Context: an optimization exercise on an open-source flow, tuned for a short achievable clock period and few clock cycles. The choices shown serve that exercise and are no tape-out recipe. In this exercise RTL edits were held to simulation tests only and were not proved equivalent to the original. Power is estimated from default activity; no workload was simulated.

[design.v]
module tho_core (
    input  wire        clk,
    input  wire        rst,           
    input  wire [7:0]  prog_len,      
    output wire [7:0]  imem_addr,     
    input  wire [15:0] imem_data,     
    output reg         retire_valid,  
    output reg         out_valid,     
    output reg  [3:0]  out_data,      
    output reg  [1:0]  run_state,     
    output reg  [3:0]  fault_op,
    output reg  [7:0]  fault_pc,
    output reg  [3:0]  acc,
    output reg         zf,
    output reg         cf,
    output reg  [7:0]  pc,
    output wire [63:0] mem            
);
    localparam [1:0] RS_RUNNING = 2'd0,
                     RS_HALTED  = 2'd1,
                     RS_ENDED   = 2'd2,
                     RS_FAULTED = 2'd3;
    localparam [3:0] OP_NOP = 4'd0,
                     OP_LDA = 4'd1,
                     OP_STA = 4'd2,
                     OP_STO = 4'd3,
                     OP_ADD = 4'd4,
                     OP_SUB = 4'd5,
                     OP_JMP = 4'd6,
                     OP_JIC = 4'd7,
                     OP_JNC = 4'd8,
                     OP_JIZ = 4'd9,
                     OP_JNZ = 4'd10,
                     OP_OUT = 4'd11,
                     OP_HLT = 4'd12;
    localparam S_FETCH = 1'b0,
               S_EXEC  = 1'b1;
    reg        state;
    reg [63:0] dmem;
    assign mem       = dmem;
    assign imem_addr = pc;
    wire [3:0] op = imem_data[15:12];
    wire [3:0] p1 = imem_data[11:8];
    wire [3:0] p2 = imem_data[7:4];
    wire [3:0] mval = dmem[{p1, 2'b00} +: 4];
    wire [4:0] sum  = {1'b0, acc} + {1'b0, mval};
    wire [4:0] diff = {1'b0, acc} - {1'b0, mval};    
    wire [7:0] pc_inc    = pc + 8'd1;
    wire [7:0] jmp_target = {4'd0, p1};
    always @(posedge clk) begin
        if (rst) begin
            state        <= S_FETCH;
            pc           <= 8'd0;
            acc          <= 4'd0;
            zf           <= 1'b1;
            cf           <= 1'b0;
            dmem         <= 64'd0;
            run_state    <= RS_RUNNING;
            fault_op     <= 4'd0;
            fault_pc     <= 8'd0;
            retire_valid <= 1'b0;
            out_valid    <= 1'b0;
            out_data     <= 4'd0;
        end else begin
            retire_valid <= 1'b0;
            out_valid    <= 1'b0;
            case (state)
                S_FETCH: begin
                    if (run_state == RS_RUNNING) begin
                        if (pc >= prog_len)
                            run_state <= RS_ENDED;
                        else
                            state <= S_EXEC;
                    end
                end
                S_EXEC: begin
                    state        <= S_FETCH;
                    retire_valid <= 1'b1;
                    pc           <= pc_inc;
                    case (op)
                        OP_NOP: ;
                        OP_LDA: begin
                            acc <= mval;
                            zf  <= (mval == 4'd0);
                            cf  <= 1'b0;
                        end
                        OP_STA: dmem[{p1, 2'b00} +: 4] <= acc;
                        OP_STO: dmem[{p1, 2'b00} +: 4] <= p2;
                        OP_ADD: begin
                            acc <= sum[3:0];
                            zf  <= (sum[3:0] == 4'd0);
                            cf  <= sum[4];
                        end
                        OP_SUB: begin
                            acc <= diff[3:0];
                            zf  <= (diff[3:0] == 4'd0);
                            cf  <= diff[4];
                        end
                        OP_JMP: pc <= jmp_target;
                        OP_JIC: if (cf)  pc <= jmp_target;
                        OP_JNC: if (!cf) pc <= jmp_target;
                        OP_JIZ: if (zf)  pc <= jmp_target;
                        OP_JNZ: if (!zf) pc <= jmp_target;
                        OP_OUT: begin
                            out_valid <= 1'b1;
                            out_data  <= acc;
                        end
                        OP_HLT: begin
                            pc        <= pc;
                            run_state <= RS_HALTED;
                        end
                        default: begin
                            retire_valid <= 1'b0;
                            pc           <= pc;
                            run_state    <= RS_FAULTED;
                            fault_op     <= op;
                            fault_pc     <= pc;
                        end
                    endcase
                end
            endcase
        end
    end
endmodule
[config.mk]
export PLATFORM = sky130hd
export DESIGN_NAME = tho_core
export DESIGN_NICKNAME = tho_core
export VERILOG_FILES = /design/flow/design.v
export SDC_FILE = /design/flow/constraint.sdc
export NUM_CORES = 4
export LEC_CHECK = 0
export CAP_MARGIN = 20
export CORE_MARGIN = 2
export CORE_UTILIZATION = 40
export SLEW_MARGIN = 20
[constraint.sdc]
create_clock -name core_clock -period 4.5 [get_ports {clk}]
set_input_delay 0.9000 -clock core_clock [delete_from_list [all_inputs] [get_ports {clk}]]
set_output_delay 0.9000 -clock core_clock [all_outputs]
set_load 0.01 [all_outputs]
[run.sh]
#!/bin/bash
# synth_recipe.tcl (not shown) runs the flow's synth.tcl, then flattens the netlist and writes it again
# the make line also repeats each setting of config.mk as NAME=value (left out here)
make -C /OpenROAD-flow-scripts/flow DESIGN_CONFIG=/design/flow/config.mk WORK_HOME=/design/flow/orfs CLKGATE_MAP_FILE= SYNTH_SCRIPT=/design/flow/synth_recipe.tcl finish
==> run summary <==
[placed cells by master (no fill, tap or decap), types with 3 or more instances in the layout]
| cell | netlist | layout |
|---|---|---|
| mux2i_1 | 25 | 25 |
| a211oi_1 | 3 | 3 |
| nand3_1 | 6 | 6 |
| nand4_1 | 4 | 4 |
| and3_1 | 4 | 4 |
| inv_1 | 19 | 19 |
| nand2_1 | 52 | 52 |
| buf_4 | 8 | 14 |
| nor2_1 | 109 | 109 |
| nand2b_1 | 6 | 6 |
| or3_1 | 4 | 4 |
| a22oi_1 | 52 | 52 |
| mux4_1 | 4 | 4 |
| dfxtp_1 | 99 | 99 |
| a31oi_1 | 4 | 4 |
| clkbuf_16 | 0 | 9 |
| mux2_2 | 8 | 8 |
| and2_1 | 5 | 5 |
| ha_1 | 22 | 22 |
| a21o_1 | 3 | 3 |
| a21oi_1 | 28 | 28 |
| clkdlybuf4s50_1 | 0 | 126 |
| clkbuf_1 | 22 | 3 |
| nor2b_1 | 10 | 10 |
| mux4_2 | 8 | 8 |
| o21ai_0 | 15 | 15 |
| or3b_1 | 3 | 3 |
| nor3_1 | 4 | 4 |
[worst min path at each step]
stage | depth (start not counted) | slack [ns] | to | start
6_report | 2 | 0.45 | fault_pc[3]$_SDFFE_PP0P_ | fault_pc[3]$_SDFFE_PP0P_
4_1_cts | 2 | 0.46 | fault_pc[4]$_SDFFE_PP0P_ | fault_pc[4]$_SDFFE_PP0P_
2_1_floorplan | 2 | 0.48 | fault_op[0]$_SDFFE_PP0P_ | fault_op[0]$_SDFFE_PP0P_
3_3_place_gp | 2 | 0.44 | fault_pc[4]$_SDFFE_PP0P_ | fault_pc[4]$_SDFFE_PP0P_
3_5_place_dp | 2 | 0.45 | fault_pc[4]$_SDFFE_PP0P_ | fault_pc[4]$_SDFFE_PP0P_
5_1_grt | 2 | 0.48 | fault_op[1]$_SDFFE_PP0P_ | fault_op[1]$_SDFFE_PP0P_
[flip-flops by register name, indices dropped and copies added, names as in the netlist, 2 cells and up]
register   count
acc            4
run_state      2
fault_pc       8
out_data       4
fault_op       4
dmem          64
pc             8
[power breakdown]
part           internal, W  total (W)  switching (W)
combinational    0.0000958   0.000220       0.000124
sequential        0.000885   0.000900      0.0000152
clock             0.000393   0.000726       0.000333
total              0.00137    0.00185       0.000473
[routing by layer]
metal	up-vias	wire length, um
met4	0	382
met3	25	995
met1	2283	6920
li1	2283	-
met5	-	0
met2	197	7550
[worst reg2reg max path: cells and delay by family (launching register included)]
| kind | cells | cell delay [ns] |
|---|---|---|
| AO/OA/AOI/OAI | 6 | 1.14 |
| AND/OR/NAND/NOR | 3 | 0.63 |
| multiplexers | 1 | 0.48 |
| flip-flops | 1 | 0.34 |
| adder cells (fa/ha/maj) | 1 | 0.29 |
[cell families after synthesis]
logic type               after synthesis  share of synthesized area, %
AND/OR/NAND/NOR                      217                          19.2
adder cells (fa/ha/maj)               24                          6.12
flip-flops                            99                          38.5
AO/OA/AOI/OAI                        130                          17.6
XOR/XNOR                               4                         0.680
multiplexers                          46                          12.4
buffers and inverters                 62                          5.58
[stage by stage]
step	worst slack, ns	area, um2	power (W)	std cells	hold WS (ns)
5_1_grt	0.304	6820	0.00192	871	0.483
6_report	0.491	6820	0.00185	871	0.455
2_1_floorplan	1.01	5150	0.00106	582	0.481
3_5_place_dp	0.213	6550	0.00114	855	0.446
3_3_place_gp	0.212	6550	0.00113	855	0.442
4_1_cts	0.548	6820	0.00186	871	0.455
[cell type report]
type,instances,area (um2),share of cell area [%]
multi-input cells,421,2880,42.3
flip-flops and latches,99,1980,29.0
repair buffers,142,1390,20.4
clock buffers,13,250,3.67
well taps,172,215,3.15
inverters,21,78.8,1.16
clock inverters,3,22.5,0.330
==> flow_metrics.env <==
export IMPL_wire_per_inst_um=18.2
export IMPL_drive_above_1_share_pct=8.30
export IMPL_timing_final_hold_violations=0
export IMPL_finalSetupViolCount=0
export IMPL_outcome="no timing/DRC/antenna violations"
export IMPL_area_delta_synth_final_pct=32.4
export IMPL_synth_area_leaders="dfxtp_1 38%, nor2_1 7.9%, a22oi_1 7.6%, ha_1 5.3%, mux2i_1 4.9%"
export IMPL_slew_headroom_pct=44.3
export IMPL_total_leakage_power_nw=2.62
export IMPL_cp_required_ns=4.78
export IMPL_cp_num_buf_inv=2
export IMPL_synth_edf_count=0
export IMPL_layout_nets=744
export IMPL_clockRootBuffer="clkbuf_16"
export IMPL_io_buffers=127
export IMPL_die_area_um2=13800
export IMPL_cp_max_fo=7
export IMPL_coreArea_um2=12600
export IMPL_worstPathArrival_ns=4.29
export IMPL_r2r_start="dmem[13]$_SDFFE_PP0P_"
export IMPL_cp_depth=12
export IMPL_avgSynthCellArea_um2=8.86
export IMPL_setup_tns_ns=0
export IMPL_post_route_util_pct=54.1
export IMPL_cts_hold_buf=0
export IMPL_cts_tree="built"
export IMPL_start_kind="primary input"
export IMPL_vias=4788
export IMPL_dp_hpwl_um=11600
export IMPL_die_w_um=118
export IMPL_grt_pass1_vias=4555
export IMPL_r2r_end="zf$_SDFFE_PP1P_"
export IMPL_drv_slew=0
export IMPL_grt_max_degree=58
export IMPL_min_period_ns=4.01
export IMPL_finalClockSkew_ns=0.00502
export IMPL_fmax_mhz=249
export IMPL_yosys_area_top_type_share_pct=38.5
export IMPL_crit_chain="clkdlybuf4s50_1 -> buf_4 -> mux4_2 -> and2_1 -> o21ba_1 -> a221oi_2 -> ha_1 -> o21ai_0 -> nor3b_1 -> o221ai_1 -> a21bo_2 -> a31oi_1"
export IMPL_synth_top_area_cell="dfxtp_1"
export IMPL_busiest_layer="met2"
export IMPL_clock_latency_ns=0.35
export IMPL_drt_wl_total_um=15800
export IMPL_rsz0062_at_grt="no"
export IMPL_min_path_type="register to register"
export IMPL_post_cts_buffers=0
export IMPL_ys_types=61
export IMPL_die_height_um=118
export IMPL_drc=0
export IMPL_critPathSlowestCell="clkdlybuf4s50_1"
export IMPL_synth_flop_cell="dfxtp_1"
export IMPL_netlist_top_cells_count="109 x nor2_1, 99 x dfxtp_1, 52 x a22oi_1, 52 x nand2_1, 28 x a21oi_1"
export IMPL_crit_path_end_kind="register"
export IMPL_crit_type="primary input to register"
export IMPL_fp_row_count=41
export IMPL_met1_usage_pct=29.8
export IMPL_cp_endpoint="zf$_SDFFE_PP1P_"
export IMPL_ff2ff_setup_slack_ns=1.54
export IMPL_h_tree_depth=3
export IMPL_start_util_pct=40.8
export IMPL_grt_pass1_wl_um=24900
export IMPL_worst_pin_slew_ns=0.833
export IMPL_use_met2_pct=36.6
export IMPL_avgViaCountPerCell=5.50
export IMPL_synthCells=582
export IMPL_irDropWorstVdd_mv=0.154
export IMPL_async_reset_ff_share_pct=0
export IMPL_detail_route_antenna_nets=0
export IMPL_grt_usage_pct=22.7
export IMPL_drt_iter0_drc=392
export IMPL_ios=132
export IMPL_crit_start="imem_data[8]"
export IMPL_critPathMaxStageDelay_ns=0.68
export IMPL_gr_usage_met3_pct=3.92
export IMPL_place_gp_congestion=0.881
export IMPL_ys_warn_count=1
export IMPL_path_clk_slew_ns=0.06
export IMPL_seq_area_frac_synth_pct=38.5
export IMPL_maxCapViolations=0
export IMPL_cts_sinks=99
export IMPL_path_delay_family="compound AO/OA/AOI/OAI gates"
export IMPL_finalCritPeriodShare_pct=89.1
export IMPL_antenna_found_initial=0
export IMPL_cts_repair_resized=0
export IMPL_cts_made_buffers=9
export IMPL_synth_nets=632
export IMPL_synth_area_um2=5150
export IMPL_drt_pass1_iter_count=5
export IMPL_globalRouteOverflowTotal=0
export IMPL_yosys_cell_count_top_type="nor2_1"
export IMPL_worst_r2r_cell_count=11
export IMPL_clk_path_buf_depth=2
export IMPL_fillers=1207
export IMPL_n_antenna_cell=0
export IMPL_ys_ff_latch=99
export IMPL_p_per_area_nw_per_um2=271
Testbench counts, summed over its fixed seeds: cycles 144,962.

-- re-timing with driven ports --
Ports are ideal in the flow. The routed layout listed here was re-timed in OpenROAD.
Step 1, drivers: a clkbuf_16 drives clk and a buf_2 each remaining input, both assumed.
Step 2 adds t to the input delays and takes it off the output delays; t is the mean of the earliest and latest rising clock arrival at the registers after step 1. Input paths then give back, and output paths get back, about the clock's delay inside the block.
Three values: ideal ports, drivers, drivers and shift; two values: the first two.
t (ns): 0.393
setup WS [ns]: 0.491 / 0.505 / 0.113
worst setup path at the end: input to register
latest minus earliest clock arrival (ns): 0.007 / 0.007
After both steps setup and hold are still met in this run. The setup slack of this run moves by +0.014 ns with the drivers and by -0.378 ns with both steps.
